Context: an optimization exercise on an open-source flow, tuned for small area, a short achievable clock period and few clock cycles per item. The choices shown serve that exercise and are no tape-out recipe. Only simulation tests tie the RTL to the original design; equivalence was not proved. No activity file was given, so power comes from the tool's default toggle rates.

## flow/design.v (module list and top-level ports; edited modules follow where they fit)
// module exp_gain_rom: 1034 lines
// module ascale_rom: 2058 lines
// module pan_att_rom: 186 lines
// module mul_am: 238 lines
// module mul_eg: 342 lines
// module mul_pan: 353 lines
// module pan_volume_mixer: 133 lines
module pan_volume_mixer (
    input  wire               clk,
    input  wire               rst,           
    input  wire               in_valid,
    output wire               in_ready,
    input  wire               in_play,       
    input  wire signed [15:0] in_sample,     
    input  wire               in_am_en,      
    input  wire        [2:0]  in_am_depth,   
    input  wire        [7:0]  in_am_phase,   
    input  wire        [9:0]  in_eg_level,   
    input  wire        [3:0]  in_pan,        
    input  wire        [6:0]  in_tl,         
    output reg                out_valid,
    output reg  signed [15:0] out_l,
    output reg  signed [15:0] out_r
);
  // ...
==> flow/flow/run.sh <==
#!/bin/bash
# Own flow: the standard layout (standard.sh), with
#  - the synthesis run through flow/synth_wrap.tcl, which only swaps the ABC
#    mapping script for the area-oriented flow/area.abc (registers are mapped
#    before ABC and stay exactly as the standard synthesis makes them);
#  - Yosys's synth without its internal quick ABC pass (-noabc), so that the
#    adder extraction sees the multiplier trees' full adders as written;
#  - the port buffers as plain buf_2 cells.
set -euo pipefail
W=$(pwd)
export FLOW_WORK=$W
export FLOW_ABC_SCRIPT=$W/flow/area.abc
bash standard.sh SYNTH_SCRIPT=$W/flow/synth_wrap.tcl SYNTH_ARGS=-noabc SETUP_SLACK_MARGIN=23.5 CAP_MARGIN=5 SLEW_MARGIN=5 CORE_UTILIZATION=45 CTS_CLUSTER_SIZE=30 CTS_CLUSTER_DIAMETER=100 \
  "BUFFER_PORTS_ARGS=-buffer_cell sky130_fd_sc_hd__buf_2" finish > $W/flow_make.log 2>&1
==> flow/flow/area.abc <==
strash
dc2
strash
&get -n
&dch -f
&nf {D}
&put
==> flow/flow/synth_wrap.tcl <==
# The standard synthesis (synth_recipe.tcl, unchanged), with one difference:
# the final ABC mapping runs the area-oriented script in flow/area.abc
# instead of ORFS's delay-oriented one. Registers are mapped before ABC and
# are left exactly as the standard synthesis makes them.
proc abc {args} {
  set i [lsearch -exact $args -script]
  if {$i >= 0} {
    set args [lreplace $args $i [expr {$i + 1}] -script $::env(FLOW_ABC_SCRIPT)]
  }
  yosys abc {*}$args
}
source $::env(FLOW_WORK)/synth_recipe.tcl
==> flow/standard.sh <==
#!/bin/bash
# synth_recipe.tcl (not shown) runs the flow's synth.tcl, then flattens the netlist and writes it again
# the make line also repeats each setting of config.mk as NAME=value (left out here)
make -C /OpenROAD-flow-scripts/flow DESIGN_CONFIG=/design/flow/config.mk WORK_HOME=/design/flow/orfs CLKGATE_MAP_FILE= SYNTH_SCRIPT=/design/flow/synth_recipe.tcl "${@:-finish}"
==> flow/config.mk <==
export PLATFORM = sky130hd
export DESIGN_NAME = pan_volume_mixer
export DESIGN_NICKNAME = pan_volume_mixer
export VERILOG_FILES = /design/flow/design.v
export SDC_FILE = /design/flow/constraint.sdc
export NUM_CORES = 4
export LEC_CHECK = 0
export CAP_MARGIN = 20
export CORE_MARGIN = 2
export CORE_UTILIZATION = 40
export SLEW_MARGIN = 20
export SYNTH_MEMORY_MAX_BITS = 65536
==> flow/constraint.sdc <==
create_clock -name core_clock -period 30.0 [get_ports {clk}]
set_input_delay 6.0000 -clock core_clock [delete_from_list [all_inputs] [get_ports {clk}]]
set_output_delay 6.0000 -clock core_clock [all_outputs]
set_load 0.01 [all_outputs]
==> results.sh, run 1 <==
export IMPL_status="finished clean"
export IMPL_crit_chain="buf_6"
export IMPL_setup_violations=0
export IMPL_met3_usage_pct=4.36
export IMPL_largestRegisters="acc_l x21, acc_r x21, s_eg3 x18"
export IMPL_synthSimpleGateAreaFrac_pct=17.7
export IMPL_hpwl_mm=76.0
export IMPL_final_max_slew_viol_count=0
export IMPL_yosys_area_top_type="fa_1"
export IMPL_seq_area_frac_synth_pct=16.7
export IMPL_multi_input_area_um2=25900
export IMPL_critPathCapture="out_r[15]"
export IMPL_final_common_cell="nand2_1"
export IMPL_layout_common_cells="452 x nand2_1, 327 x a21oi_1, 292 x xnor2_1"
export IMPL_synthTopCellsByCount="452 x nand2_1, 345 x a21oi_1, 293 x xnor2_1"
export IMPL_n_antenna_cell=0
export IMPL_vias=31300
export IMPL_yosys_top_cells_area="fa_1 17%, dfxtp_1 17%, ha_1 8.7%"
export IMPL_synth_seq_cells=262
export IMPL_skew_ns=0.0674
export IMPL_top_usage_layer="met2"
export IMPL_final_min_clock_period_ns=7.03
export IMPL_pg_clk_mw=0.276
export IMPL_max_slew_margin_pct=23.1
export IMPL_inverters_excl_clock=143
export IMPL_area_delta_synth_final_pct=11.3
export IMPL_postSynthAreaPerCell_um2=8.22
export IMPL_placed_cell_area_um2=33700
export IMPL_critical_path_startpoint="out_r[15]"
export IMPL_grt_max_degree=71
export IMPL_tritoncts="built"
export IMPL_startpoint_type="flip-flop"
export IMPL_cts_buffers=18
export IMPL_h_tree_depth=1
export IMPL_wire_per_inst_um=21.3
export IMPL_power_leakage_nw=13.9
export IMPL_yosys_area_share_adder_pct=26.0
export IMPL_fin_ws_ns=22.97
export IMPL_worst_setup_path_type="reg -> out"
Testbench counts, summed over its fixed seeds: cycles 35,888, slots 35,840.
==> run 2: changes to the inputs <==
--- a/flow/flow/run.sh
+++ b/flow/flow/run.sh
@@ -11,4 +11,4 @@
 export FLOW_WORK=$W
 export FLOW_ABC_SCRIPT=$W/flow/area.abc
-bash standard.sh SYNTH_SCRIPT=$W/flow/synth_wrap.tcl SYNTH_ARGS=-noabc SETUP_SLACK_MARGIN=23.5 CAP_MARGIN=5 SLEW_MARGIN=5 CORE_UTILIZATION=45 CTS_CLUSTER_SIZE=30 CTS_CLUSTER_DIAMETER=100 \
+bash standard.sh SYNTH_SCRIPT=$W/flow/synth_wrap.tcl SYNTH_ARGS=-noabc SETUP_SLACK_MARGIN=22.9 CORE_UTILIZATION=45 CTS_CLUSTER_SIZE=30 CTS_CLUSTER_DIAMETER=100 \
   "BUFFER_PORTS_ARGS=-buffer_cell sky130_fd_sc_hd__buf_2" finish > $W/flow_make.log 2>&1
==> run 2 against run 1 <==
Via count hardly changed. Register-to-register slack got worse by 0.38 ns. Flip-flop and latch count is the same.
==> results.sh, run 2 <==
export IMPL_critPathMaxFanout=1
export IMPL_reg2regPathDepth=24
export IMPL_seqCellArea_um2=5270
export IMPL_final_max_slew_viol_count=0
export IMPL_synthesis_nets=4376
export IMPL_grt_use_met1_pct=38.6
export IMPL_multi_input_area_um2=25700
export IMPL_grtUsageTotal_pct=28.1
export IMPL_tns_ns=0
export IMPL_postSynthAreaPerCell_um2=8.22
export IMPL_io_pins=87
export IMPL_status="finished clean"
export IMPL_dr_pass1_iters=7
export IMPL_vias=31300
export IMPL_cp_arrival_ns=1.11
export IMPL_cts_sinks=262
export IMPL_critical_path_depth=1
export IMPL_grt_pass1_vias=29600
export IMPL_end_kind="primary output"
export IMPL_cp_num_buf_inv=1
export IMPL_drtIter0Drc=4158
export IMPL_cts_buffers=19
export IMPL_syn_area_um2=31500
export IMPL_synthTopCellsByCount="452 x nand2_1, 345 x a21oi_1, 293 x xnor2_1"
export IMPL_clk_pin_slew_ns=0.11
export IMPL_met2_usage_pct=44.1
export IMPL_vias_per_cell=6.30
export IMPL_hold_path_depth=0
export IMPL_io_buffer_count=85
export IMPL_final_common_cell="nand2_1"
export IMPL_synth_area_mux_share_pct=0.314
export IMPL_ctsHoldBuffers=0
export IMPL_worst_setup_path_type="reg -> out"
export IMPL_fin_util_pct=50.2
export IMPL_maxCapViolCount=0
export IMPL_hpwl_mm=73.7
export IMPL_tritoncts="built"
export IMPL_h_tree_depth=1
export IMPL_synthSimpleGateAreaFrac_pct=17.7
export IMPL_dieWidth_um=269
export IMPL_fin_ws_ns=22.89
export IMPL_ys_warn_count=4
export IMPL_ys_async_sr_fraction_pct=0
export IMPL_min_from="eg0[4]"
export IMPL_skew_ns=0.0256
export IMPL_cp_required_ns=24.00
export IMPL_slowest_stage="dfxtp_4"
export IMPL_yosys_top_cells_area="fa_1 17%, dfxtp_1 17%, ha_1 8.7%"
export IMPL_ys_flop_type="dfxtp_1"
export IMPL_ir_worst_vdd_v=0.000102
export IMPL_synth_edff_count=0
export IMPL_cts_root_buf="clkbuf_16"
export IMPL_netlist_instances=3833
export IMPL_synth_xor_area_share_pct=10.2
export IMPL_met3_usage_pct=4.08
export IMPL_area_delta_synth_final_pct=9.81
export IMPL_yosys_area_top_type_share_pct=17.3
export IMPL_holdWs_ns=0.329
export IMPL_r2r_start="s_eg3[6]"
export IMPL_synth_seq_cells=262
export IMPL_critical_path_startpoint="out_r[15]"
export IMPL_synth_most_common_cell="nand2_1"
export IMPL_hold_path_class="reg -> reg"
export IMPL_crit_chain="buf_6"
export IMPL_synth_compound_area_share_pct=27.5
export IMPL_grt_ovfl_total=0
export IMPL_drt_wl_total_mm=103
export IMPL_seq_area_frac_synth_pct=16.7
export IMPL_wire_per_inst_um=20.8
export IMPL_final_min_clock_period_ns=7.11
export IMPL_post_place_ws_ns=22.35
export IMPL_rows=96
export IMPL_startpoint_type="flip-flop"
export IMPL_p_per_area_nw_per_um2=118
export IMPL_max_slew_margin_pct=22.0
export IMPL_yosysUniqueCellTypes=66
export IMPL_fillers=6810
export IMPL_grt_first_pass_wirelength_mm=165
export IMPL_yosys_area_top_type="fa_1"
export IMPL_setup_violations=0
export IMPL_ant_nets=0
export IMPL_dieArea_um2=72100
export IMPL_grt_max_degree=84
export IMPL_critPathTopFamily="flip-flops"
export IMPL_largestRegisters="acc_l x21, acc_r x21, s_eg3 x18"
export IMPL_antenna_found_initial=0
export IMPL_gp_congestion=1.02
export IMPL_max_stage_delay_ns=0.42
export IMPL_drc=0
export IMPL_fp_dieH_um=269
export IMPL_fmax_mhz=141
export IMPL_layout_drive_gt1_share_pct=5.77
export IMPL_core_area_um2=68900
export IMPL_cts_max_path_buffers=3
export IMPL_start_util_pct=45.7
export IMPL_layout_common_cells="452 x nand2_1, 338 x a21oi_1, 293 x xnor2_1"
export IMPL_clk_latency_ns=0.57
export IMPL_yosys_area_share_adder_pct=26.0
export IMPL_finalHoldViolCount=0
export IMPL_worstMarginPinSlew_ns=1.17
export IMPL_power_leakage_nw=13.7
export IMPL_synth_top_family_by_area="compound AO/OA/AOI/OAI gates"
export IMPL_period_share_pct=23.7
export IMPL_rsz0062_at_grt="true"
export IMPL_top_usage_layer="met2"
export IMPL_final_nets=4568
[run 2: cell type report]
cell class | count | area share (%)
Multi-Input combinational cell | 3425 | 74.4
Clock inverter | 15 | 0.774
Tap cell | 931 | 3.37
Clock buffer | 19 | 1.38
Antenna cell | 1 | 0.00724
Timing Repair Buffer | 174 | 3.24
Inverter | 143 | 1.55
Sequential cell | 262 | 15.2
[run 2: worst paths after layout]
path                    end  slack [ns]
setup / recovery  out_r[15]       22.89
hold / removal       eg1[4]        0.33
setup reg to reg  acc_r[20]       23.34
hold reg to reg      eg1[4]        0.33
[run 2: kinds of logic after synthesis]
family | after synthesis
flops | 262
other cells | 1
simple gates | 1215
compound gates | 1345
mux | 9
fa+ha+maj | 490
buf+inv | 146
xor+xnor | 365
[run 2: power breakdown]
group	internal [mW]	total [mW]	switching, mW
clock	0.135	0.299	0.164
sequential	0.498	0.656	0.158
combinational	1.41	3.12	1.72
[run 2: routing by layer]
metal / wire, um / up-vias
li1: - / 14400
met1: 43500 / 14800
met2: 46000 / 1728
met3: 9110 / 376
met4: 4800 / 0
met5: 0 / -
[run 2: repair_timing]
| item | CTS | global route |
|---|---|---|
| resized for setup | 9 | 21 |
| setup buffers | 0 | 1 |
| setup endpoints to repair | 16 | 25 |
| endpoints found under the hold margin | 0 | 0 |
[run 2: per-stage QoR]
| stage | instance area (um^2) | instances | total power, mW |
|---|---|---|---|
| after detailed placement | 33700 | 4934 | 3.75 |
| after CTS | 34500 | 4968 | 4.08 |
| after global placement | 33700 | 4934 | 3.70 |
| final | 34600 | 4970 | 4.08 |
| after global routing | 34600 | 4969 | 4.55 |
| after floorplan | 31500 | 3833 | 3.04 |
==> run 3: changes to the inputs <==
--- a/flow/flow/run.sh
+++ b/flow/flow/run.sh
@@ -11,4 +11,4 @@
 export FLOW_WORK=$W
 export FLOW_ABC_SCRIPT=$W/flow/area.abc
-bash standard.sh SYNTH_SCRIPT=$W/flow/synth_wrap.tcl SYNTH_ARGS=-noabc SETUP_SLACK_MARGIN=22.9 CORE_UTILIZATION=45 CTS_CLUSTER_SIZE=30 CTS_CLUSTER_DIAMETER=100 \
+bash standard.sh SYNTH_SCRIPT=$W/flow/synth_wrap.tcl SYNTH_ARGS=-noabc SETUP_SLACK_MARGIN=23.1 CORE_UTILIZATION=45 CTS_CLUSTER_SIZE=20 CTS_CLUSTER_DIAMETER=80 \
   "BUFFER_PORTS_ARGS=-buffer_cell sky130_fd_sc_hd__buf_2" finish > $W/flow_make.log 2>&1
==> run 3 against run 2 <==
Power increased by 2.2%. Combinational power increased by 3%. Maximum frequency increased by 0.91%. Hold slack got worse by 0.0029 ns. Routed wire length about the same. Critical path type unchanged. Sequential power decreased by 1%. Worst setup slack improved by 0.064 ns. Cell count increased by 0.22%. Sequential share of layout area decreased by 0.076 points.
==> results.sh, run 3 <==
export IMPL_status="finished clean"
export IMPL_r2r_start="pan_r3[3]"
export IMPL_synth_seq_cells=262
export IMPL_drtIter0Drc=3472
export IMPL_place_inst=4934
export IMPL_worst_setup_path_type="reg -> out"
export IMPL_max_stage_delay_ns=0.35
export IMPL_cts_buffers=24
export IMPL_cts_sinks=262
export IMPL_final_min_clock_period_ns=7.04
export IMPL_yosys_area_top_type_share_pct=17.3
export IMPL_dieWidth_um=269
export IMPL_fin_util_pct=50.5
export IMPL_critPathMaxFanout=1
export IMPL_io_buffer_count=85
export IMPL_setup_violations=0
export IMPL_n_antenna_cell=0
export IMPL_cp_num_buf_inv=1
export IMPL_ir_worst_vdd_v=0.000131
export IMPL_ant_nets=0
export IMPL_fp_dieH_um=269
export IMPL_final_common_cell="nand2_1"
export IMPL_post_place_ws_ns=22.85
export IMPL_clk_pin_slew_ns=0.07
export IMPL_yosys_area_top_type="fa_1"
export IMPL_hold_path_depth=0
export IMPL_cp_required_ns=24.00
export IMPL_cp_arrival_ns=1.04
export IMPL_design_area_um2=34800
export IMPL_end_kind="primary output"
export IMPL_cts_max_path_buffers=3
export IMPL_ys_warn_count=4
export IMPL_fin_ws_ns=22.96
export IMPL_drc=0
export IMPL_hpwl_mm=74.9
export IMPL_area_delta_synth_final_pct=10.5
export IMPL_yosys_top_cells_area="fa_1 17%, dfxtp_1 17%, ha_1 8.7%"
export IMPL_wire_per_inst_um=20.8
export IMPL_fmax_mhz=142
export IMPL_crit_chain="buf_6"
export IMPL_reg2reg_to="acc_r[20]"
export IMPL_regToRegSetupSlack_ns=23.39
export IMPL_fin_cells=4981
export IMPL_grt_ovfl_total=0
export IMPL_rsz0062_at_grt="true"
export IMPL_power_leakage_nw=13.8
export IMPL_rows=96
export IMPL_largestRegisters="acc_l x21, acc_r x21, s_eg3 x18"
export IMPL_tritoncts="built"
export IMPL_period_share_pct=23.5
export IMPL_dr_pass1_iters=7
export IMPL_seq_area_frac_synth_pct=16.7
export IMPL_vias=31200
export IMPL_placed_cell_area_um2=33700
export IMPL_netlist_instances=3833
export IMPL_worstMarginPinSlew_ns=1.11
export IMPL_yosysUniqueCellTypes=66
export IMPL_layout_drive_gt1_share_pct=6.40
export IMPL_finalHoldViolCount=0
export IMPL_critPathTopFamily="flip-flops"
export IMPL_io_pins=87
export IMPL_slowest_stage="dfxtp_2"
export IMPL_grt_max_degree=64
export IMPL_hold_path_class="reg -> reg"
export IMPL_synthTopCellsByCount="452 x nand2_1, 345 x a21oi_1, 293 x xnor2_1"
export IMPL_final_max_slew_viol_count=0
export IMPL_synthesis_nets=4376
export IMPL_postSynthAreaPerCell_um2=8.22
export IMPL_drt_wl_total_mm=103
export IMPL_holdPathEnd="eg1[4]"
export IMPL_start_util_pct=45.7
export IMPL_grt_pass1_vias=29200
export IMPL_syn_area_um2=31500
export IMPL_maxCapViolCount=0
export IMPL_max_slew_margin_pct=25.6
export IMPL_dieArea_um2=72100
export IMPL_grt_first_pass_wirelength_mm=163
export IMPL_core_area_um2=68900
export IMPL_gp_congestion=1.00
export IMPL_antenna_found_initial=0
export IMPL_ys_flop_type="dfxtp_1"
export IMPL_clk_latency_ns=0.59
export IMPL_synth_most_common_cell="nand2_1"
export IMPL_grtUsageTotal_pct=28.0
export IMPL_vias_per_cell=6.26
export IMPL_startpoint_type="flip-flop"
export IMPL_synth_edff_count=0
export IMPL_layout_common_cells="452 x nand2_1, 330 x a21oi_1, 292 x xnor2_1"
export IMPL_final_nets=4575
export IMPL_h_tree_depth=1
export IMPL_tns_ns=0
export IMPL_skew_ns=0.0286
export IMPL_reg2regPathDepth=27
export IMPL_min_from="eg0[4]"
export IMPL_p_per_area_nw_per_um2=120
export IMPL_cts_root_buf="clkbuf_16"
export IMPL_ys_async_sr_fraction_pct=0
export IMPL_ctsHoldBuffers=0
run 3: changes by cell type in the layout (fill, tap and decap cells not counted), sizes merged:
cell      delta
clkbuf       +7
buf          +2
clkinv       +1
clkinvlp     +1
diode        -1
inv          +1
run 3: worst max path at each step:
| stage | end | start | cells past startpoint | slack, ns |
|---|---|---|---|---|
| floorplan | s_eg3[16] | gain2[3] | 25 | 23.13 |
| global placement | acc_l[18] | pan_l3[1] | 24 | 23.03 |
| detailed placement | acc_r[20] | pan_r3[3] | 27 | 22.85 |
| CTS | out_r[15] | out_r[15] | 1 | 22.91 |
| global route | acc_r[20] | pan_r3[1] | 28 | 22.91 |
| finish | out_r[15] | out_r[15] | 1 | 22.96 |
run 3: per-stage QoR:
stage                     hold WS (ns)  total power [mW]
after floorplan                  0.310              3.04
after global placement           0.310              3.72
after detailed placement         0.312              3.76
after CTS                        0.329              4.12
after global routing             0.330              4.66
final                            0.326              4.17
run 3: cell type report:
| cell class | instances | area [um^2] |
|---|---|---|
| clock buffer | 26 | 618 |
| timing repair buffer | 176 | 1200 |
| fill | 6928 | 34200 |
| inverter | 143 | 537 |
| clock inverter | 18 | 213 |
| multi-input combinational | 3425 | 25800 |
| tap | 931 | 1160 |
| sequential | 262 | 5280 |
run 3: timing repair:
action,4_1_cts,5_1_grt
pin swaps,0,5
endpoints found under the hold margin,0,0
setup endpoints to repair,44,54
buffers inserted,0,3
resized for setup,19,38
run 3: kinds of logic after synthesis:
logic type	synth area share, %
xor+xnor	10.2
fa+ha+maj	26.0
buf+inv	1.75
other cells	0.0119
simple gates	17.7
flops	16.7
mux	0.314
compound gates	27.5
run 3: routing by layer:
metal	wire length [um]	part of all wire (%)	global-route usage, %
met1	44300	43	38.4
met2	46400	45	44.9
met3	8360	8.1	4.02
met4	4290	4.1	9.89
met5	0	0	0
run 3: power breakdown:
part	total [mW]	leakage [nW]	internal, mW	switching (mW)
registers	0.648	2.20	0.499	0.149
clock network	0.324	0.404	0.160	0.164
logic	3.20	11.2	1.43	1.77
==> run 4: changes to the inputs <==
--- a/flow/flow/run.sh
+++ b/flow/flow/run.sh
@@ -11,4 +11,4 @@
 export FLOW_WORK=$W
 export FLOW_ABC_SCRIPT=$W/flow/area.abc
-bash standard.sh SYNTH_SCRIPT=$W/flow/synth_wrap.tcl SYNTH_ARGS=-noabc SETUP_SLACK_MARGIN=23.1 CORE_UTILIZATION=45 CTS_CLUSTER_SIZE=20 CTS_CLUSTER_DIAMETER=80 \
+bash standard.sh SYNTH_SCRIPT=$W/flow/synth_wrap.tcl SYNTH_ARGS=-noabc SETUP_SLACK_MARGIN=23.1 CORE_UTILIZATION=45 PLACE_DENSITY=0.5 CTS_CLUSTER_SIZE=30 CTS_CLUSTER_DIAMETER=100 \
   "BUFFER_PORTS_ARGS=-buffer_cell sky130_fd_sc_hd__buf_2" finish > $W/flow_make.log 2>&1
==> run 4 against run 3 <==
Core utilization about the same. Sequential share of layout area increased by 0.077 points. Register-to-register slack improved by 0.07 ns. Critical path depth unchanged. Count of clock-buffer cells in the layout down 6. Die area is the same. Combinational power grew 2%. Cell count is essentially flat. Synthesized cell count unchanged. Critical path type unchanged. Highest routed layer is now met5.
==> results.sh, run 4 <==
export IMPL_status="finished clean"
export IMPL_tritoncts="built"
export IMPL_power_frac_clock_pct=6.8
export IMPL_ys_warn_count=4
export IMPL_io_pins=87
export IMPL_post_place_ws_ns=22.21
export IMPL_period_share_pct=23.5
export IMPL_grt_first_pass_wirelength_mm=177
export IMPL_worst_setup_path_type="reg -> out"
export IMPL_rsz0062_at_grt="true"
export IMPL_io_buffer_count=85
export IMPL_synthTopCellsByCount="452 x nand2_1, 345 x a21oi_1, 293 x xnor2_1"
export IMPL_drtIter0Drc=3530
export IMPL_end_kind="primary output"
export IMPL_gp_congestion=1.00
export IMPL_ir_worst_vdd_v=0.0000947
export IMPL_p_per_area_nw_per_um2=119
export IMPL_max_stage_delay_ns=0.40
export IMPL_cts_max_path_buffers=3
export IMPL_postSynthAreaPerCell_um2=8.22
export IMPL_layout_common_cells="452 x nand2_1, 334 x a21oi_1, 292 x xnor2_1"
export IMPL_power_leakage_nw=13.8
export IMPL_grt_pass1_vias=31400
export IMPL_synthesis_nets=4376
export IMPL_vias=31800
export IMPL_drt_wl_total_mm=113
export IMPL_cts_buffers=19
export IMPL_ant_nets=0
export IMPL_h_tree_depth=1
export IMPL_dr_pass1_iters=8
export IMPL_largestRegisters="acc_l x21, acc_r x21, s_eg3 x18"
export IMPL_fin_ws_ns=22.94
export IMPL_startpoint_type="flip-flop"
export IMPL_combinationalPowerShare_pct=78.3
export IMPL_max_slew_margin_pct=15.1
export IMPL_grt_ovfl_total=0
export IMPL_multi_input_area_um2=25800
export IMPL_wire_per_inst_um=22.7
export IMPL_place_inst=4940
export IMPL_synth_edff_count=0
export IMPL_dieWidth_um=269
export IMPL_core_area_um2=68900
export IMPL_final_nets=4579
export IMPL_p_total_mw=4.16
export IMPL_design_area_um2=34800
export IMPL_fillers=6793
export IMPL_skew_ns=0.0360
export IMPL_intPower_mw=2.07
export IMPL_ctsHoldBuffers=0
export IMPL_layout_drive_gt1_share_pct=6.69
export IMPL_yosys_top_cells_area="fa_1 17%, dfxtp_1 17%, ha_1 8.7%"
export IMPL_yosysUniqueCellTypes=66
export IMPL_critPathTopFamily="flip-flops"
export IMPL_yosys_area_top_type_share_pct=17.3
export IMPL_finalHoldViolCount=0
export IMPL_crit_chain="buf_6"
export IMPL_final_min_clock_period_ns=7.06
export IMPL_clk_pin_slew_ns=0.09
export IMPL_cts_sinks=262
export IMPL_rows=96
export IMPL_final_max_slew_viol_count=0
export IMPL_grtUsageTotal_pct=30.8
export IMPL_maxCapViolCount=0
export IMPL_final_common_cell="nand2_1"
export IMPL_antenna_found_initial=3
export IMPL_fp_dieH_um=269
export IMPL_fin_cells=4980
export IMPL_switching_power_mw=2.09
export IMPL_synth_seq_cells=262
export IMPL_placed_cell_area_um2=33800
export IMPL_clk_latency_ns=0.57
export IMPL_netlist_instances=3833
export IMPL_switching_share_pct=50.3
export IMPL_tns_ns=0
export IMPL_cts_root_buf="clkbuf_16"
export IMPL_fmax_mhz=142
export IMPL_ys_async_sr_fraction_pct=0
export IMPL_area_delta_synth_final_pct=10.5
export IMPL_holdWs_ns=0.331
export IMPL_setup_violations=0
export IMPL_cp_arrival_ns=1.06
export IMPL_yosys_area_top_type="fa_1"
export IMPL_start_util_pct=45.7
export IMPL_vias_per_cell=6.38
export IMPL_cp_num_buf_inv=1
export IMPL_fin_util_pct=50.5
export IMPL_dieArea_um2=72100
export IMPL_drc=0
export IMPL_worstMarginPinSlew_ns=1.24
export IMPL_syn_area_um2=31500
export IMPL_critPathMaxFanout=1
export IMPL_synth_most_common_cell="nand2_1"
export IMPL_ys_flop_type="dfxtp_1"
export IMPL_seq_power_share_pct=14.9
export IMPL_slowest_stage="dfxtp_4"
export IMPL_seq_area_frac_synth_pct=16.7
export IMPL_hpwl_mm=82.1
export IMPL_hold_path_class="reg -> reg"
export IMPL_cp_required_ns=24.00
export IMPL_seqCellArea_um2=5300
export IMPL_grt_max_degree=71
==> run 4: worst reg2reg max path, stage by stage, from the launching register on <==
cell and delay, ns:
dfxtp_4 0.45, or2_0 0.30, a21oi_1 0.17, buf_4 0.24, a22oi_1 0.11, xnor2_1 0.21
fa_1 0.47, fa_1 0.52, fa_1 0.49, ha_1 0.33, a21o_1 0.16, a31o_1 0.20
a21oi_1 0.17, o21ai_0 0.18, a21oi_1 0.26, nor2b_1 0.09, nor2_1 0.16, o21ai_0 0.19
a21oi_2 0.21, o21bai_1 0.11, a21o_1 0.22, a21oi_2 0.21, clkinv_1 0.11, a21oi_2 0.22
o21ai_0 0.17, a21oi_1 0.24, o211ai_1 0.14, xnor2_1 0.14
==> run 4: path summary, 6_finish.rpt <==
check	startpoint	to	slack (ns)	cells past startpoint
worst max-delay path	out_r[15]	out_r[15]	22.94	1
worst min-delay path	eg0[3]	eg1[3]	0.33	0
worst max register to register	pan_r3[1]	acc_r[20]	23.46	27
worst min register to register	eg0[3]	eg1[3]	0.33	0
==> run 4: layout make-up <==
cell class,count,share of cell area [%]
Sequential cell,262,15.2
Clock buffer,20,1.38
Tap cell,931,3.35
Inverter,143,1.54
Clock inverter,13,0.590
Timing Repair Buffer,185,3.78
Multi-Input combinational cell,3425,74.1
Antenna cell,1,0.00719
==> run 4: cells by family (layout without fill, tap and decap cells) <==
family	count (synthesis)	in the layout	share of synthesized area [%]
mux	9	9	0.314
compound gates	1345	1345	27.5
simple gates	1215	1215	17.7
buf+inv	146	361	1.75
flops	262	262	16.7
xor+xnor	365	365	10.2
fa+ha+maj	490	490	26.0
other cells	1	2	0.0119
==> run 4: layer usage <==
metal	track usage [%]	vias to the layer above	share of wire [%]
met5	0	-	0.0088
met3	3.95	353	8.0
li1	-	14500	-
met1	41.3	15200	42
met2	50.2	1677	46
met4	12.8	2	4.4
==> run 4: what timing repair did <==
item                                    CTS  global route
setup buffers                             0             6
gates resized for setup                  39            49
endpoints found under the setup margin   61            57
cloned                                    0             0
pin swaps                                 0             3
==> run 4: power groups by stage <==
stage / sequential (mW) / clock (mW) / combinational (mW)
floorplan: 0.659 / 0 / 2.38
global placement: 0.617 / 0 / 3.10
detailed placement: 0.619 / 0 / 3.18
CTS: 0.614 / 0.297 / 3.21
global route: 0.629 / 0.309 / 3.67
finish: 0.618 / 0.284 / 3.25
==> run 5: changes to the inputs <==
--- a/flow/flow/run.sh
+++ b/flow/flow/run.sh
@@ -11,4 +11,4 @@
 export FLOW_WORK=$W
 export FLOW_ABC_SCRIPT=$W/flow/area.abc
-bash standard.sh SYNTH_SCRIPT=$W/flow/synth_wrap.tcl SYNTH_ARGS=-noabc SETUP_SLACK_MARGIN=23.1 CORE_UTILIZATION=45 PLACE_DENSITY=0.5 CTS_CLUSTER_SIZE=30 CTS_CLUSTER_DIAMETER=100 \
+bash standard.sh SYNTH_SCRIPT=$W/flow/synth_wrap.tcl SYNTH_ARGS=-noabc \
   "BUFFER_PORTS_ARGS=-buffer_cell sky130_fd_sc_hd__buf_2" finish > $W/flow_make.log 2>&1
==> run 5 against run 4 <==
Still clean on timing, DRC and antenna. Count of clock-buffer cells in the layout increased by 26. Worst setup slack lost 0.33 ns. Critical path depth increased by 24. Flip-flop and latch count stayed put. Combinational power decreased by 4%. Sequential power fell by 1%. First-iteration DRC count rose by 3.7%. Routed wire length down 6.6%. Cell count is 3.0% higher. Global-route usage down 5.5 points. Hold slack got worse by 0.0056 ns. Clock power is 58% higher. Critical path type is now reg -> reg. Critical endpoint is now s_eg3[16]. Largest power group unchanged.
==> results.sh, run 5 <==
export IMPL_ys_warn_count=4
export IMPL_vias_per_cell=6.15
export IMPL_io_pins=87
export IMPL_ant_nets=0
export IMPL_r2r_start="gain2[1]"
export IMPL_p_total_mw=4.18
export IMPL_hold_path_class="reg -> reg"
export IMPL_fp_dieH_um=285
export IMPL_p_per_area_nw_per_um2=118
export IMPL_clk_latency_ns=0.58
export IMPL_ys_flop_type="dfxtp_1"
export IMPL_cts_sinks=262
export IMPL_largestRegisters="acc_l x21, acc_r x21, s_eg3 x18"
export IMPL_critPathMaxFanout=35
export IMPL_postCtsSetupBuffers=0
export IMPL_placed_cell_area_um2=34000
export IMPL_drt_wl_total_mm=106
export IMPL_critical_path_depth=25
export IMPL_postSynthAreaPerCell_um2=8.22
export IMPL_fin_ws_ns=22.61
export IMPL_critPathTopFamily="compound AO/OA/AOI/OAI gates"
export IMPL_cts_max_path_buffers=3
export IMPL_place_inst=5062
export IMPL_synth_edff_count=0
export IMPL_reg2regPathDepth=25
export IMPL_yosysUniqueCellTypes=66
export IMPL_core_area_um2=77700
export IMPL_synthesis_nets=4376
export IMPL_tns_ns=0
export IMPL_post_place_ws_ns=22.57
export IMPL_final_nets=4603
export IMPL_drtIter0Drc=3662
export IMPL_power_leakage_nw=14.0
export IMPL_setup_violations=0
export IMPL_grtUsageTotal_pct=25.3
export IMPL_yosys_top_cells_area="fa_1 17%, dfxtp_1 17%, ha_1 8.7%"
export IMPL_critical_path_startpoint="gain2[1]"
export IMPL_grt_pass1_vias=30200
export IMPL_clk_pin_slew_ns=0.06
export IMPL_wire_per_inst_um=20.6
export IMPL_rsz0062_at_grt="false"
export IMPL_vias=31600
export IMPL_ir_worst_vdd_v=0.000121
export IMPL_cp_arrival_ns=7.84
export IMPL_finalHoldViolCount=0
export IMPL_final_min_clock_period_ns=7.39
export IMPL_dr_pass1_iters=6
export IMPL_holdWs_ns=0.325
export IMPL_status="finished clean"
export IMPL_antenna_found_initial=0
export IMPL_skew_ns=0.0329
export IMPL_cts_buffers=36
export IMPL_grt_max_degree=84
export IMPL_max_slew_margin_pct=22.9
export IMPL_worstMarginPinSlew_ns=1.15
export IMPL_dieWidth_um=285
export IMPL_synthTopCellsByCount="452 x nand2_1, 345 x a21oi_1, 293 x xnor2_1"
export IMPL_drc=0
export IMPL_startpoint_type="flip-flop"
export IMPL_ctsHoldBuffers=0
export IMPL_period_share_pct=24.6
export IMPL_grt_ovfl_total=0
export IMPL_tritoncts="built"
export IMPL_start_util_pct=40.5
export IMPL_synth_most_common_cell="nand2_1"
export IMPL_final_max_slew_viol_count=0
export IMPL_critPathCapture="s_eg3[16]"
export IMPL_regToRegSetupSlack_ns=22.61
export IMPL_hpwl_mm=75.6
export IMPL_h_tree_depth=2
export IMPL_final_common_cell="nand2_1"
export IMPL_gp_congestion=1.01
export IMPL_yosys_area_top_type="fa_1"
export IMPL_io_buffer_count=85
export IMPL_yosys_area_top_type_share_pct=17.3
export IMPL_fmax_mhz=135
export IMPL_cts_root_buf="clkbuf_16"
export IMPL_worst_setup_path_type="reg -> reg"
export IMPL_ys_async_sr_fraction_pct=0
export IMPL_layout_common_cells="452 x nand2_1, 344 x a21oi_1, 293 x xnor2_1"
export IMPL_fin_cells=5129
export IMPL_end_kind="flip-flop"
export IMPL_area_delta_synth_final_pct=12.0
export IMPL_netlist_instances=3833
export IMPL_reg2reg_to="s_eg3[16]"
export IMPL_layout_drive_gt1_share_pct=6.38
export IMPL_cp_required_ns=30.46
export IMPL_seq_area_frac_synth_pct=16.7
export IMPL_grt_first_pass_wirelength_mm=168
export IMPL_rows=102
export IMPL_crit_top_cell="a21oi_1"
export IMPL_cts_resized=0
export IMPL_maxCapViolCount=0
export IMPL_slowest_stage="dfxtp_1"
export IMPL_max_stage_delay_ns=0.95
export IMPL_dieArea_um2=81000
export IMPL_synth_seq_cells=262
export IMPL_fin_util_pct=45.4
export IMPL_syn_area_um2=31500
export IMPL_design_area_um2=35300
export IMPL_cp_num_buf_inv=0
## run 5: cell counts after synthesis
Identical to the previous run, type by type.
## run 5: cells by family after synthesis
family | Yosys count | synth area share [%]
compound gates | 1345 | 27.5
simple gates | 1215 | 17.7
fa+ha+maj | 490 | 26.0
xor+xnor | 365 | 10.2
flops | 262 | 16.7
buf+inv | 146 | 1.75
mux | 9 | 0.314
other cells | 1 | 0.0119
## run 5: worst reg2reg max path, cell delays in order, from the launching register on
cell	delay (ns)
dfxtp_1	0.95
or2_0	0.26
and2_0	0.69
a22oi_1	0.22
xnor2_1	0.23
fa_1	0.47
fa_1	0.52
fa_1	0.49
ha_1	0.34
a21o_1	0.16
a31o_1	0.21
a31o_1	0.24
a21oi_1	0.23
o21bai_1	0.14
a21oi_1	0.23
o21bai_1	0.12
a21oi_1	0.22
o21bai_1	0.12
a21oi_1	0.23
o21bai_1	0.12
a21oi_1	0.24
o21bai_1	0.12
a21o_1	0.22
a21oi_1	0.21
o21ai_0	0.14
xor2_1	0.15
## run 5: how the worst min path moves through the flow
stage	start	to	slack, ns	depth (start not counted)
floorplan	eg0[0]	eg1[0]	0.31	0
global placement	eg0[5]	eg1[5]	0.31	0
detailed placement	eg0[0]	eg1[0]	0.31	0
CTS	eg0[9]	eg1[9]	0.33	0
global route	smp0[10]	smp1[10]	0.33	0
finish	smp0[10]	smp1[10]	0.32	0
## run 5: layout make-up
class	count	area (um^2)
tap	1040	1300
multi-input combinational	3425	25700
clock inverter	20	259
fill	7712	42500
clock buffer	46	990
antenna	1	2.50
timing repair buffer	192	1230
inverter	143	537
sequential	262	5260
## run 5: where the power goes
part           switching (mW)  total, mW  internal, mW  leakage [nW]
Clock                   0.183      0.449         0.266         0.610
Sequential              0.113      0.611         0.498          2.19
Combinational            1.72       3.12          1.40          11.2
Total                    2.02       4.18          2.16          14.0
## run 5: metal layers
layer,up-vias,track usage [%],wire [um]
li1,14500,-,-
met2,1715,39.2,46900
met4,0,11.1,4900
met1,14900,34.7,44700
met5,-,0,0
met3,385,4.11,9230
==> run 6: changes to the inputs <==
--- a/flow/flow/run.sh
+++ b/flow/flow/run.sh
@@ -11,4 +11,4 @@
 export FLOW_WORK=$W
 export FLOW_ABC_SCRIPT=$W/flow/area.abc
-bash standard.sh SYNTH_SCRIPT=$W/flow/synth_wrap.tcl SYNTH_ARGS=-noabc \
+bash standard.sh SYNTH_SCRIPT=$W/flow/synth_wrap.tcl SYNTH_ARGS=-noabc SETUP_SLACK_MARGIN=23.3 \
   "BUFFER_PORTS_ARGS=-buffer_cell sky130_fd_sc_hd__buf_2" finish > $W/flow_make.log 2>&1
==> run 6 against run 5 <==
Still clean on timing, DRC and antenna. Register-to-register slack gained 1.0 ns. Non-clock buffer count grew 5. Critical path depth shrank 24. Synthesized cell count is the same. Power grew 2.2%. Combinational power grew 4%. Clock skew grew 0.0066 ns. Routed wire length shrank 0.76%. Cell count is essentially flat. Critical path type is now reg -> out. Largest cell class unchanged. Largest power group unchanged.
==> results.sh, run 6 <==
export IMPL_status="finished clean"
export IMPL_io_buffer_count=85
export IMPL_synth_seq_cells=262
export IMPL_ys_warn_count=4
export IMPL_synthTopCellsByCount="452 x nand2_1, 345 x a21oi_1, 293 x xnor2_1"
export IMPL_worst_setup_path_type="reg -> out"
export IMPL_cp_num_buf_inv=1
export IMPL_reg2regPathDepth=27
export IMPL_gp_congestion=0.995
export IMPL_drc=0
export IMPL_setup_violations=0
export IMPL_core_area_um2=77700
export IMPL_hpwl_mm=75.5
export IMPL_vias_per_cell=6.11
export IMPL_layout_common_cells="452 x nand2_1, 331 x a21oi_1, 293 x xnor2_1"
export IMPL_slowest_stage="dfxtp_4"
export IMPL_final_nets=4606
export IMPL_yosys_area_top_type_share_pct=17.3
export IMPL_min_from="tl0[5]"
export IMPL_maxCapViolCount=0
export IMPL_cts_max_path_buffers=3
export IMPL_ys_flop_type="dfxtp_1"
export IMPL_design_area_um2=35500
export IMPL_final_max_slew_viol_count=0
export IMPL_fp_dieH_um=285
export IMPL_cts_sinks=262
export IMPL_grtUsageTotal_pct=25.1
export IMPL_reg2reg_to="acc_r[20]"
export IMPL_p_per_area_nw_per_um2=120
export IMPL_h_tree_depth=2
export IMPL_p_total_mw=4.27
export IMPL_wire_per_inst_um=20.4
export IMPL_finalHoldViolCount=0
export IMPL_ys_async_sr_fraction_pct=0
export IMPL_cts_root_buf="clkbuf_16"
export IMPL_multi_input_area_um2=25800
export IMPL_critical_path_startpoint="out_r[15]"
export IMPL_cp_required_ns=24.00
export IMPL_area_delta_synth_final_pct=12.8
export IMPL_cp_arrival_ns=1.07
export IMPL_hold_path_class="reg -> reg"
export IMPL_grt_max_degree=71
export IMPL_start_util_pct=40.5
export IMPL_r2r_start="pan_r3[3]"
export IMPL_clk_pin_slew_ns=0.06
export IMPL_critPathTopFamily="flip-flops"
export IMPL_startpoint_type="flip-flop"
export IMPL_io_pins=87
export IMPL_tns_ns=0
export IMPL_regToRegSetupSlack_ns=23.66
export IMPL_holdPathEnd="tl1[5]"
export IMPL_fmax_mhz=141
export IMPL_hold_path_depth=0
export IMPL_antenna_found_initial=0
export IMPL_post_place_ws_ns=22.42
export IMPL_placed_cell_area_um2=33900
export IMPL_ir_worst_vdd_v=0.000136
export IMPL_place_inst=5044
export IMPL_grt_first_pass_wirelength_mm=167
export IMPL_seqCellArea_um2=5300
export IMPL_yosysUniqueCellTypes=66
export IMPL_dieArea_um2=81000
export IMPL_final_common_cell="nand2_1"
export IMPL_grt_ovfl_total=0
export IMPL_dr_pass1_iters=8
export IMPL_max_slew_margin_pct=26.6
export IMPL_end_kind="primary output"
export IMPL_fin_cells=5128
export IMPL_final_min_clock_period_ns=7.07
export IMPL_postSynthAreaPerCell_um2=8.22
export IMPL_n_antenna_cell=0
export IMPL_layout_drive_gt1_share_pct=7.41
export IMPL_fin_util_pct=45.7
export IMPL_rsz0062_at_grt="true"
export IMPL_synth_most_common_cell="nand2_1"
export IMPL_cts_buffers=34
export IMPL_drt_wl_total_mm=105
export IMPL_yosys_top_cells_area="fa_1 17%, dfxtp_1 17%, ha_1 8.7%"
export IMPL_holdWs_ns=0.319
export IMPL_max_stage_delay_ns=0.38
export IMPL_synth_edff_count=0
export IMPL_grt_pass1_vias=29800
export IMPL_skew_ns=0.0395
export IMPL_ctsHoldBuffers=0
export IMPL_dieWidth_um=285
export IMPL_fillers=7722
export IMPL_power_leakage_nw=14.1
export IMPL_syn_area_um2=31500
export IMPL_netlist_instances=3833
export IMPL_critPathMaxFanout=1
export IMPL_drtIter0Drc=3598
export IMPL_yosys_area_top_type="fa_1"
export IMPL_ant_nets=0
export IMPL_rows=102
export IMPL_seq_area_frac_synth_pct=16.7
export IMPL_tritoncts="built"
export IMPL_period_share_pct=23.6
export IMPL_fin_ws_ns=22.93
export IMPL_clk_latency_ns=0.57
export IMPL_vias=31300
export IMPL_crit_chain="buf_6"
export IMPL_synthesis_nets=4376
export IMPL_largestRegisters="acc_l x21, acc_r x21, s_eg3 x18"
export IMPL_worstMarginPinSlew_ns=1.10
-- run 6: report_power, final --
part	total, mW	internal [mW]	switching (mW)	leakage (nW)
clock network	0.421	0.250	0.171	0.574
logic	3.24	1.45	1.79	11.3
registers	0.610	0.500	0.110	2.20
total	4.27	2.20	2.07	14.1
-- run 6: worst max-delay path by stage --
stage	to	slack [ns]	cells past startpoint
4_1_cts	out_r[15]	22.87	1
2_1_floorplan	acc_r[20]	23.31	24
3_3_place_gp	acc_r[20]	22.54	26
6_report	out_r[15]	22.93	1
3_5_place_dp	acc_r[20]	22.42	26
5_1_grt	out_r[15]	22.88	1
-- run 6: what timing repair did --
action,4_1_cts,5_1_grt
buffers inserted,7,15
pin swaps,2,8
gates resized for setup,41,36
endpoints found under the setup margin,62,54
-- run 6: layer usage --
layer | track usage [%] | vias to the layer above | wire length [um]
met1 | 34.3 | 15000 | 45000
met3 | 3.98 | 325 | 8530
li1 | - | 14600 | -
met5 | 0 | - | 0
met2 | 39.4 | 1504 | 47000
met4 | 10.2 | 0 | 4380
-- run 6: area by class of cell --
type	count	area share (%)
tap	1040	3.66
multi-input combinational	3425	72.7
clock inverter	17	0.603
inverter	143	1.51
sequential	262	14.9
clock buffer	44	2.73
timing repair buffer	197	3.86
-- run 6: kinds of logic after synthesis --
logic type	synth area share, %
buffers and inverters	1.75
DFF	16.7
and+or+nand+nor	17.7
xor gates and xnor gates	10.2
adders and majority gates	26.0
muxes	0.314
AOI/OAI and AO/OA	27.5
other	0.0119
==> run 7: changes to the inputs <==
--- a/flow/flow/run.sh
+++ b/flow/flow/run.sh
@@ -11,4 +11,4 @@
 export FLOW_WORK=$W
 export FLOW_ABC_SCRIPT=$W/flow/area.abc
-bash standard.sh SYNTH_SCRIPT=$W/flow/synth_wrap.tcl SYNTH_ARGS=-noabc SETUP_SLACK_MARGIN=23.3 \
+bash standard.sh SYNTH_SCRIPT=$W/flow/synth_wrap.tcl SYNTH_ARGS=-noabc SETUP_SLACK_MARGIN=23.1 CORE_UTILIZATION=45 PLACE_DENSITY=0.75 CTS_CLUSTER_SIZE=30 CTS_CLUSTER_DIAMETER=100 \
   "BUFFER_PORTS_ARGS=-buffer_cell sky130_fd_sc_hd__buf_2" finish > $W/flow_make.log 2>&1
==> run 7 against run 6 <==
Register-to-register slack got worse by 0.15 ns. Sequential share of layout area increased by 0.26 points. Combinational power about the same. Design area decreased by 1.8%. Worst setup slack improved by 0.045 ns. Clock power decreased by 29%. Sequential power increased by 1%. Synthesized cell count unchanged. Via count increased by 1.9%. First-iteration DRC count increased by 20%. Routed wire length decreased by 1.7%. Largest power group unchanged.
==> results.sh, run 7 <==
export IMPL_status="finished clean"
export IMPL_vias_per_cell=6.40
export IMPL_critical_path_depth=1
export IMPL_layout_common_cells="452 x nand2_1, 334 x a21oi_1, 293 x xnor2_1"
export IMPL_grt_pass1_vias=30000
export IMPL_end_kind="primary output"
export IMPL_dieWidth_um=269
export IMPL_area_delta_synth_final_pct=10.8
export IMPL_r2r_start="pan_r3[1]"
export IMPL_fin_util_pct=50.6
export IMPL_dieArea_um2=72100
export IMPL_reg2reg_to="acc_r[20]"
export IMPL_postSynthAreaPerCell_um2=8.22
export IMPL_p_total_mw=4.14
export IMPL_cts_root_buf="clkbuf_16"
export IMPL_seq_power_share_pct=14.9
export IMPL_critPathTopFamily="flip-flops"
export IMPL_start_util_pct=45.7
export IMPL_clk_latency_ns=0.55
export IMPL_core_area_um2=68900
export IMPL_netlist_instances=3833
export IMPL_hpwl_mm=73.3
export IMPL_final_max_slew_viol_count=0
export IMPL_placed_cell_area_um2=33800
export IMPL_ys_warn_count=4
export IMPL_maxCapViolCount=0
export IMPL_fp_dieH_um=269
export IMPL_worst_setup_path_type="reg -> out"
export IMPL_yosys_top_cells_area="fa_1 17%, dfxtp_1 17%, ha_1 8.7%"
export IMPL_dr_pass1_iters=10
export IMPL_ir_worst_vdd_v=0.000141
export IMPL_io_pins=87
export IMPL_wire_per_inst_um=20.7
export IMPL_yosys_area_top_type_share_pct=17.3
export IMPL_fin_cells=4989
export IMPL_h_tree_depth=1
export IMPL_final_common_cell="nand2_1"
export IMPL_design_area_um2=34900
export IMPL_synth_top_family_by_area="compound AO/OA/AOI/OAI gates"
export IMPL_tritoncts="built"
export IMPL_post_place_ws_ns=22.21
export IMPL_clk_pin_slew_ns=0.09
export IMPL_hold_path_class="reg -> reg"
export IMPL_synth_seq_cells=262
export IMPL_synth_xor_area_share_pct=10.2
export IMPL_reg2regPathDepth=27
export IMPL_rsz0062_at_grt="true"
export IMPL_period_share_pct=23.4
export IMPL_max_stage_delay_ns=0.35
export IMPL_cts_buffers=18
export IMPL_syn_area_um2=31500
export IMPL_crit_chain="buf_6"
export IMPL_yosysUniqueCellTypes=66
export IMPL_switching_power_mw=2.06
export IMPL_rows=96
export IMPL_synthSimpleGateAreaFrac_pct=17.7
export IMPL_startpoint_type="flip-flop"
export IMPL_yosys_area_share_adder_pct=26.0
export IMPL_cp_num_buf_inv=1
export IMPL_max_slew_margin_pct=25.7
export IMPL_grtUsageTotal_pct=27.8
export IMPL_antenna_found_initial=1
export IMPL_holdPathEnd="eg1[4]"
export IMPL_slowest_stage="dfxtp_2"
export IMPL_cp_required_ns=24.00
export IMPL_skew_ns=0.0324
export IMPL_drtIter0Drc=4335
export IMPL_min_from="eg0[4]"
export IMPL_synth_edff_count=0
export IMPL_ant_nets=0
export IMPL_drt_wl_total_mm=103
export IMPL_yosys_area_top_type="fa_1"
export IMPL_grt_max_degree=84
export IMPL_n_antenna_cell=0
export IMPL_power_frac_clock_pct=7.2
export IMPL_fmax_mhz=142
export IMPL_switching_share_pct=49.6
export IMPL_worstMarginPinSlew_ns=1.11
export IMPL_fin_ws_ns=22.98
export IMPL_synthTopCellsByCount="452 x nand2_1, 345 x a21oi_1, 293 x xnor2_1"
export IMPL_fillers=6555
export IMPL_vias=31900
export IMPL_synth_most_common_cell="nand2_1"
export IMPL_gp_congestion=1.03
export IMPL_grt_ovfl_total=0
export IMPL_synthesis_nets=4376
export IMPL_layout_drive_gt1_share_pct=6.80
export IMPL_finalHoldViolCount=0
export IMPL_regToRegSetupSlack_ns=23.51
export IMPL_holdWs_ns=0.333
export IMPL_final_nets=4590
export IMPL_cts_sinks=262
export IMPL_final_min_clock_period_ns=7.02
export IMPL_power_leakage_nw=13.9
export IMPL_intPower_mw=2.09
export IMPL_drc=0
export IMPL_p_per_area_nw_per_um2=119
export IMPL_ys_async_sr_fraction_pct=0
export IMPL_place_inst=4938
export IMPL_synth_area_mux_share_pct=0.314
export IMPL_synth_compound_area_share_pct=27.5
export IMPL_tns_ns=0
export IMPL_grt_first_pass_wirelength_mm=163
export IMPL_largestRegisters="acc_l x21, acc_r x21, s_eg3 x18"
export IMPL_seq_area_frac_synth_pct=16.7
export IMPL_io_buffer_count=85
export IMPL_critPathMaxFanout=1
export IMPL_setup_violations=0
export IMPL_combinationalPowerShare_pct=77.9
export IMPL_ys_flop_type="dfxtp_1"
export IMPL_cp_arrival_ns=1.02
export IMPL_hold_path_depth=0
export IMPL_cts_max_path_buffers=3
-- run 7: power by group through the flow --
stage | Clock (mW) | Sequential [mW] | Combinational (mW)
6_report | 0.298 | 0.616 | 3.23
5_1_grt | 0.318 | 0.628 | 3.65
4_1_cts | 0.307 | 0.611 | 3.16
3_5_place_dp | 0 | 0.618 | 3.13
3_3_place_gp | 0 | 0.616 | 3.03
2_1_floorplan | 0 | 0.659 | 2.38
-- run 7: cells by family (layout without fill, tap and decap cells) --
| group | Yosys count | after routing |
|---|---|---|
| AOI/OAI and AO/OA | 1345 | 1345 |
| DFF | 262 | 262 |
| muxes | 9 | 9 |
| other | 1 | 1 |
| adders and majority gates | 490 | 490 |
| buffers and inverters | 146 | 371 |
| and+or+nand+nor | 1215 | 1215 |
| xor gates and xnor gates | 365 | 365 |
-- run 7: layout make-up --
cell class,count,area [um^2],share of cell area [%]
clock inverter,11,235,0.674
timing repair buffer,197,1390,3.97
inverter,143,537,1.54
clock buffer,20,479,1.37
multi-input combinational,3425,25800,73.9
tap,931,1160,3.34
sequential,262,5290,15.2
-- run 7: timing repair --
item / CTS / global route
setup buffers: 0 / 20
endpoints found under the setup margin: 57 / 54
hold buffers: 0 / 0
gates cloned: 0 / 0
gates resized for setup: 26 / 51
pin swaps: 0 / 7
-- run 7: how the worst max path moves through the flow --
| stage | startpoint | to |
|---|---|---|
| finish | out_r[15] | out_r[15] |
| global route | out_r[15] | out_r[15] |
| CTS | out_r[15] | out_r[15] |
| detailed placement | pan_r3[1] | acc_r[20] |
| global placement | pan_r3[1] | acc_r[20] |
| floorplan | gain2[3] | s_eg3[16] |
-- run 7: routing by layer --
metal,global-route usage (%),up-vias,part of all wire (%)
met1,38.0,15000,41
met3,4.20,439,9.6
li1,-,14500,-
met2,43.5,2000,44
met4,12.0,2,4.9
met5,0,-,0.013
==> run 8: changes to the inputs <==
--- a/flow/flow/run.sh
+++ b/flow/flow/run.sh
@@ -11,4 +11,4 @@
 export FLOW_WORK=$W
 export FLOW_ABC_SCRIPT=$W/flow/area.abc
-bash standard.sh SYNTH_SCRIPT=$W/flow/synth_wrap.tcl SYNTH_ARGS=-noabc SETUP_SLACK_MARGIN=23.1 CORE_UTILIZATION=45 PLACE_DENSITY=0.75 CTS_CLUSTER_SIZE=30 CTS_CLUSTER_DIAMETER=100 \
+bash standard.sh SYNTH_SCRIPT=$W/flow/synth_wrap.tcl SYNTH_ARGS=-noabc SETUP_SLACK_MARGIN=23.5 CORE_UTILIZATION=45 CTS_CLUSTER_SIZE=30 CTS_CLUSTER_DIAMETER=100 \
   "BUFFER_PORTS_ARGS=-buffer_cell sky130_fd_sc_hd__buf_2" finish > $W/flow_make.log 2>&1
==> run 8 against run 7 <==
Still clean. Die area unchanged. Routed wire length up 3.0%. Cell count is essentially flat. Register-to-register slack improved by 0.36 ns. Sequential power rose by 6.2%. Synthesized cell count is the same. Area after synthesis did not move. Flip-flop and latch count is the same. Critical path type unchanged. Critical endpoint unchanged. Largest cell class unchanged.
==> results.sh, run 8 <==
export IMPL_yosysUniqueCellTypes=66
export IMPL_power_leakage_nw=13.9
export IMPL_final_min_clock_period_ns=7.01
export IMPL_max_stage_delay_ns=0.34
export IMPL_seq_area_frac_synth_pct=16.7
export IMPL_hpwl_mm=75.9
export IMPL_dr_pass1_iters=8
export IMPL_final_max_slew_viol_count=0
export IMPL_fin_util_pct=50.7
export IMPL_cp_arrival_ns=1.01
export IMPL_n_antenna_cell=0
export IMPL_clk_pin_slew_ns=0.08
export IMPL_dieArea_um2=72100
export IMPL_wire_per_inst_um=21.3
export IMPL_vias=31300
export IMPL_syn_area_um2=31500
export IMPL_yosys_area_top_type_share_pct=17.3
export IMPL_layout_drive_gt1_share_pct=7.40
export IMPL_max_slew_margin_pct=18.9
export IMPL_tns_ns=0
export IMPL_postSynthAreaPerCell_um2=8.22
export IMPL_final_common_cell="nand2_1"
export IMPL_holdWs_ns=0.329
export IMPL_cts_sinks=262
export IMPL_min_from="eg0[4]"
export IMPL_yosys_top_cells_area="fa_1 17%, dfxtp_1 17%, ha_1 8.7%"
export IMPL_crit_chain="buf_6"
export IMPL_grtUsageTotal_pct=28.7
export IMPL_synth_edff_count=0
export IMPL_drc=0
export IMPL_ant_nets=0
export IMPL_start_util_pct=45.7
export IMPL_place_inst=4921
export IMPL_p_per_area_nw_per_um2=120
export IMPL_r2r_start="pan_r3[1]"
export IMPL_drt_wl_total_mm=106
export IMPL_ys_async_sr_fraction_pct=0
export IMPL_worst_setup_path_type="reg -> out"
export IMPL_cp_required_ns=24.00
export IMPL_cts_root_buf="clkbuf_16"
export IMPL_layout_common_cells="452 x nand2_1, 325 x a21oi_1, 293 x xnor2_1"
export IMPL_synth_most_common_cell="nand2_1"
export IMPL_final_nets=4585
export IMPL_grt_ovfl_total=0
export IMPL_dieWidth_um=269
export IMPL_rsz0062_at_grt="true"
export IMPL_largestRegisters="acc_l x21, acc_r x21, s_eg3 x18"
export IMPL_placed_cell_area_um2=33700
export IMPL_gp_congestion=1.00
export IMPL_grt_first_pass_wirelength_mm=166
export IMPL_slowest_stage="dfxtp_2"
export IMPL_grt_pass1_vias=29900
export IMPL_io_pins=87
export IMPL_hold_path_class="reg -> reg"
export IMPL_cts_buffers=18
export IMPL_cp_num_buf_inv=1
export IMPL_setup_violations=0
export IMPL_drtIter0Drc=3427
export IMPL_critPathMaxFanout=1
export IMPL_netlist_instances=3833
export IMPL_synthTopCellsByCount="452 x nand2_1, 345 x a21oi_1, 293 x xnor2_1"
export IMPL_startpoint_type="flip-flop"
export IMPL_clk_latency_ns=0.57
export IMPL_fin_cells=4985
export IMPL_cts_max_path_buffers=3
export IMPL_maxCapViolCount=0
export IMPL_ys_flop_type="dfxtp_1"
export IMPL_ys_warn_count=4
export IMPL_yosys_area_top_type="fa_1"
export IMPL_io_buffer_count=85
export IMPL_worstMarginPinSlew_ns=1.20
export IMPL_synthesis_nets=4376
export IMPL_critPathTopFamily="flip-flops"
export IMPL_rows=96
export IMPL_status="finished clean"
export IMPL_fmax_mhz=143
export IMPL_ctsHoldBuffers=0
export IMPL_skew_ns=0.0381
export IMPL_tritoncts="built"
export IMPL_synth_seq_cells=262
export IMPL_core_area_um2=68900
export IMPL_antenna_found_initial=0
export IMPL_period_share_pct=23.4
export IMPL_area_delta_synth_final_pct=11.0
export IMPL_critical_path_startpoint="out_r[15]"
export IMPL_vias_per_cell=6.29
export IMPL_design_area_um2=35000
export IMPL_end_kind="primary output"
export IMPL_h_tree_depth=1
export IMPL_grt_max_degree=71
export IMPL_fp_dieH_um=269
export IMPL_finalHoldViolCount=0
export IMPL_ir_worst_vdd_v=0.000127
[run 8: worst paths after layout]
kind / to / slack [ns] / cells past startpoint
hold / removal: eg1[4] / 0.33 / 0
hold reg to reg: eg1[4] / 0.33 / 0
setup / recovery: out_r[15] / 22.99 / 1
setup reg to reg: acc_r[20] / 23.87 / 26
[run 8: area by class of cell]
class	instances	area, um^2
Multi-Input combinational cell	3425	25900
Inverter	143	537
Timing Repair Buffer	192	1400
Clock buffer	21	504
Sequential cell	262	5330
Clock inverter	11	158
Fill cell	6839	34000
Tap cell	931	1160
[run 8: per-stage QoR]
| stage | setup slack [ns] | total power, mW |
|---|---|---|
| 3_3_place_gp | 22.65 | 3.73 |
| 6_report | 22.99 | 4.19 |
| 3_5_place_dp | 22.48 | 3.77 |
| 5_1_grt | 22.95 | 4.68 |
| 4_1_cts | 22.96 | 4.11 |
| 2_1_floorplan | 23.51 | 3.04 |
[run 8: repair_timing]
| action | CTS | global route |
|---|---|---|
| endpoints found under the setup margin | 63 | 56 |
| pin swaps | 7 | 10 |
| resized for setup | 63 | 56 |
| setup buffers | 14 | 18 |
[run 8: cells by family after synthesis]
| kind of cell | share of synthesized area (%) |
|---|---|
| xor+xnor | 10.2 |
| compound gates | 27.5 |
| simple gates | 17.7 |
| fa+ha+maj | 26.0 |
| other cells | 0.0119 |
| buf+inv | 1.75 |
| mux | 0.314 |
| flops | 16.7 |
[run 8: layer usage]
layer | global-route usage, % | vias to the layer above | routed length (um)
li1 | - | 14500 | -
met2 | 45.6 | 1617 | 47800
met1 | 38.7 | 14900 | 44600
met5 | 0 | - | 0
met4 | 12.6 | 0 | 4870
met3 | 4.14 | 365 | 8870
[run 8: where the power goes]
group,internal [mW],total [mW],switching (mW)
Combinational,1.47,3.26,1.79
Sequential,0.501,0.654,0.153
Clock,0.130,0.278,0.147
Total,2.10,4.19,2.09
==> run 9: changes to the inputs <==
--- a/flow/flow/run.sh
+++ b/flow/flow/run.sh
@@ -11,4 +11,4 @@
 export FLOW_WORK=$W
 export FLOW_ABC_SCRIPT=$W/flow/area.abc
-bash standard.sh SYNTH_SCRIPT=$W/flow/synth_wrap.tcl SYNTH_ARGS=-noabc SETUP_SLACK_MARGIN=23.5 CORE_UTILIZATION=45 CTS_CLUSTER_SIZE=30 CTS_CLUSTER_DIAMETER=100 \
+bash standard.sh SYNTH_SCRIPT=$W/flow/synth_wrap.tcl SYNTH_ARGS=-noabc SETUP_SLACK_MARGIN=23.1 CORE_UTILIZATION=45 CTS_CLUSTER_SIZE=30 CTS_CLUSTER_DIAMETER=100 \
   "BUFFER_PORTS_ARGS=-buffer_cell sky130_fd_sc_hd__buf_2" finish > $W/flow_make.log 2>&1
==> run 9 against run 8 <==
Still clean on timing, DRC and antenna. Global-route usage decreased by 0.80 points. Clock power about the same. Via count decreased by 0.58%. Area after synthesis unchanged. Highest routed layer unchanged.
==> results.sh, run 9 <==
export IMPL_power_leakage_nw=13.7
export IMPL_core_area_um2=68900
export IMPL_drc=0
export IMPL_h_tree_depth=1
export IMPL_critical_path_depth=1
export IMPL_yosys_area_top_type_share_pct=17.3
export IMPL_dieWidth_um=269
export IMPL_startpoint_type="flip-flop"
export IMPL_io_buffer_count=85
export IMPL_status="finished clean"
export IMPL_finalHoldViolCount=0
export IMPL_placed_cell_area_um2=33700
export IMPL_post_place_ws_ns=22.85
export IMPL_holdWs_ns=0.331
export IMPL_yosys_area_top_type="fa_1"
export IMPL_synthesis_nets=4376
export IMPL_ctsHoldBuffers=0
export IMPL_dieArea_um2=72100
export IMPL_seq_area_frac_synth_pct=16.7
export IMPL_antenna_found_initial=0
export IMPL_synth_seq_cells=262
export IMPL_start_util_pct=45.7
export IMPL_io_pins=87
export IMPL_critPathMaxFanout=1
export IMPL_final_min_clock_period_ns=7.01
export IMPL_maxCapViolCount=0
export IMPL_ys_warn_count=4
export IMPL_clk_latency_ns=0.56
export IMPL_rsz0062_at_grt="true"
export IMPL_dr_pass1_iters=7
export IMPL_ys_async_sr_fraction_pct=0
export IMPL_layout_common_cells="452 x nand2_1, 331 x a21oi_1, 292 x xnor2_1"
export IMPL_crit_chain="buf_6"
export IMPL_hpwl_mm=74.9
export IMPL_grtUsageTotal_pct=27.9
export IMPL_r2r_start="pan_r3[3]"
export IMPL_setup_violations=0
export IMPL_clk_pin_slew_ns=0.09
export IMPL_design_area_um2=34600
export IMPL_area_delta_synth_final_pct=9.87
export IMPL_tns_ns=0
export IMPL_grt_max_degree=64
export IMPL_ir_worst_vdd_v=0.000130
export IMPL_synth_edff_count=0
export IMPL_postSynthAreaPerCell_um2=8.22
export IMPL_yosysUniqueCellTypes=66
export IMPL_skew_ns=0.0359
export IMPL_vias=31200
export IMPL_grt_first_pass_wirelength_mm=163
export IMPL_reg2reg_to="acc_r[20]"
export IMPL_cts_root_buf="clkbuf_16"
export IMPL_final_common_cell="nand2_1"
export IMPL_rows=96
export IMPL_largestRegisters="acc_l x21, acc_r x21, s_eg3 x18"
export IMPL_worstMarginPinSlew_ns=1.11
export IMPL_cp_required_ns=24.00
export IMPL_hold_path_depth=0
export IMPL_hold_path_class="reg -> reg"
export IMPL_wire_per_inst_um=20.8
export IMPL_ys_flop_type="dfxtp_1"
export IMPL_tritoncts="built"
export IMPL_critPathTopFamily="flip-flops"
export IMPL_n_antenna_cell=0
export IMPL_fmax_mhz=143
export IMPL_netlist_instances=3833
export IMPL_worst_setup_path_type="reg -> out"
export IMPL_synth_most_common_cell="nand2_1"
export IMPL_cts_buffers=18
export IMPL_slowest_stage="dfxtp_2"
export IMPL_fin_ws_ns=22.99
export IMPL_final_max_slew_viol_count=0
export IMPL_reg2regPathDepth=27
export IMPL_p_per_area_nw_per_um2=119
export IMPL_vias_per_cell=6.27
export IMPL_grt_pass1_vias=29100
export IMPL_grt_ovfl_total=0
export IMPL_cts_max_path_buffers=3
export IMPL_synthTopCellsByCount="452 x nand2_1, 345 x a21oi_1, 293 x xnor2_1"
export IMPL_fp_dieH_um=269
export IMPL_regToRegSetupSlack_ns=23.49
export IMPL_fin_util_pct=50.2
export IMPL_layout_drive_gt1_share_pct=6.07
export IMPL_cp_num_buf_inv=1
export IMPL_holdPathEnd="eg1[4]"
export IMPL_cts_sinks=262
export IMPL_min_from="eg0[4]"
export IMPL_syn_area_um2=31500
export IMPL_final_nets=4569
export IMPL_gp_congestion=1.00
export IMPL_cp_arrival_ns=1.01
export IMPL_drt_wl_total_mm=103
export IMPL_ant_nets=0
export IMPL_max_slew_margin_pct=25.5
export IMPL_period_share_pct=23.4
export IMPL_yosys_top_cells_area="fa_1 17%, dfxtp_1 17%, ha_1 8.7%"
export IMPL_end_kind="primary output"
export IMPL_drtIter0Drc=3692
export IMPL_max_stage_delay_ns=0.35
==> run 9: cell counts after synthesis <==
No cell type changed its count.
==> run 9: timing repair <==
item | CTS | global route
cloned | 0 | 0
setup buffers | 0 | 3
pin swaps | 0 | 5
setup endpoints to repair | 44 | 54
endpoints found under the hold margin | 0 | 0
gates resized for setup | 19 | 37
==> run 9: metal layers <==
metal	part of all wire [%]	vias up	track usage, %
met5	0	-	0
met2	45	1633	44.7
li1	-	14400	-
met1	43	14700	38.4
met3	8.2	349	3.66
met4	4.2	0	10.1
==> run 9: power by group <==
| part | internal (mW) | switching [mW] | leakage (nW) | total (mW) |
|---|---|---|---|---|
| registers | 0.499 | 0.149 | 2.20 | 0.648 |
| clock network | 0.128 | 0.153 | 0.314 | 0.281 |
| logic | 1.43 | 1.76 | 11.2 | 3.19 |
==> run 9: kinds of logic (layout without fill, tap and decap cells) <==
| family | after synthesis | count (layout) | synth area share [%] |
|---|---|---|---|
| AOI/OAI and AO/OA | 1345 | 1345 | 27.5 |
| and+or+nand+nor | 1215 | 1215 | 17.7 |
| adders and majority gates | 490 | 490 | 26.0 |
| xor gates and xnor gates | 365 | 365 | 10.2 |
| DFF | 262 | 262 | 16.7 |
| buffers and inverters | 146 | 350 | 1.75 |
| muxes | 9 | 9 | 0.314 |
| other | 1 | 1 | 0.0119 |
==> run 9: layout make-up <==
type                    count  area (um^2)
fillers                  6932        34300
inverters                 143          537
flip-flops and latches    262         5280
repair buffers            176         1200
multi-input cells        3425        25800
well taps                 931         1160
clock inverters            11          174
clock buffers              20          479
==> run 9: through the flow <==
stage          total power, mW  cells
2_1_floorplan             3.04   3833
3_3_place_gp              3.72   4934
3_5_place_dp              3.76   4934
4_1_cts                   4.07   4965
5_1_grt                   4.61   4968
6_report                  4.12   4968
==> run 9: worst max path at each step <==
stage	slack (ns)	to	from
2_1_floorplan	23.13	s_eg3[16]	gain2[3]
3_3_place_gp	23.03	acc_l[18]	pan_l3[1]
3_5_place_dp	22.85	acc_r[20]	pan_r3[3]
4_1_cts	22.95	out_r[15]	out_r[15]
5_1_grt	22.95	out_l[15]	out_l[15]
6_report	22.99	out_r[15]	out_r[15]

port drivers added, routing unchanged:
The flow's constraints put no driver on any port. The routed layouts listed below were extracted and timed again, unchanged, in two steps.
Step 1, drivers: a clkbuf_16 drives clk and a buf_2 each remaining input, both assumed.
Step 2 adds t to the input delays and takes it off the output delays; t is the mean of the earliest and latest rising clock arrival at the registers after step 1. Input paths then give back, and output paths get back, about the clock's delay inside the block.
Three values: ideal, step 1, step 2; two values: the first two.
run | shift t [ns] | slack for setup (ns) | hold WS [ns] | worst data-port slew with drivers (ns)
run 1 | 0.630 | 22.968 / 22.897 / 23.375 | 0.321 / 0.321 / 0.321 | 0.07
run 2 | 0.622 | 22.894 / 22.827 / 23.337 | 0.329 / 0.329 / 0.329 | 0.04
run 3 | 0.641 | 22.958 / 22.893 / 23.366 | 0.326 / 0.326 / 0.326 | 0.04
run 4 | 0.622 | 22.943 / 22.873 / 23.328 | 0.331 / 0.331 / 0.331 | 0.03
run 5 | 0.634 | 22.615 / 22.615 / 22.615 | 0.325 / 0.325 / 0.325 | 0.06
run 6 | 0.620 | 22.931 / 22.862 / 23.322 | 0.319 / 0.319 / 0.319 | 0.06
run 7 | 0.607 | 22.976 / 22.910 / 23.366 | 0.333 / 0.333 / 0.333 | 0.06
run 8 | 0.615 | 22.993 / 22.926 / 23.357 | 0.329 / 0.329 / 0.329 | 0.06
run 9 | 0.609 | 22.994 / 22.929 / 23.379 | 0.331 / 0.331 / 0.331 | 0.06
After both steps setup and hold are still met in every run listed.
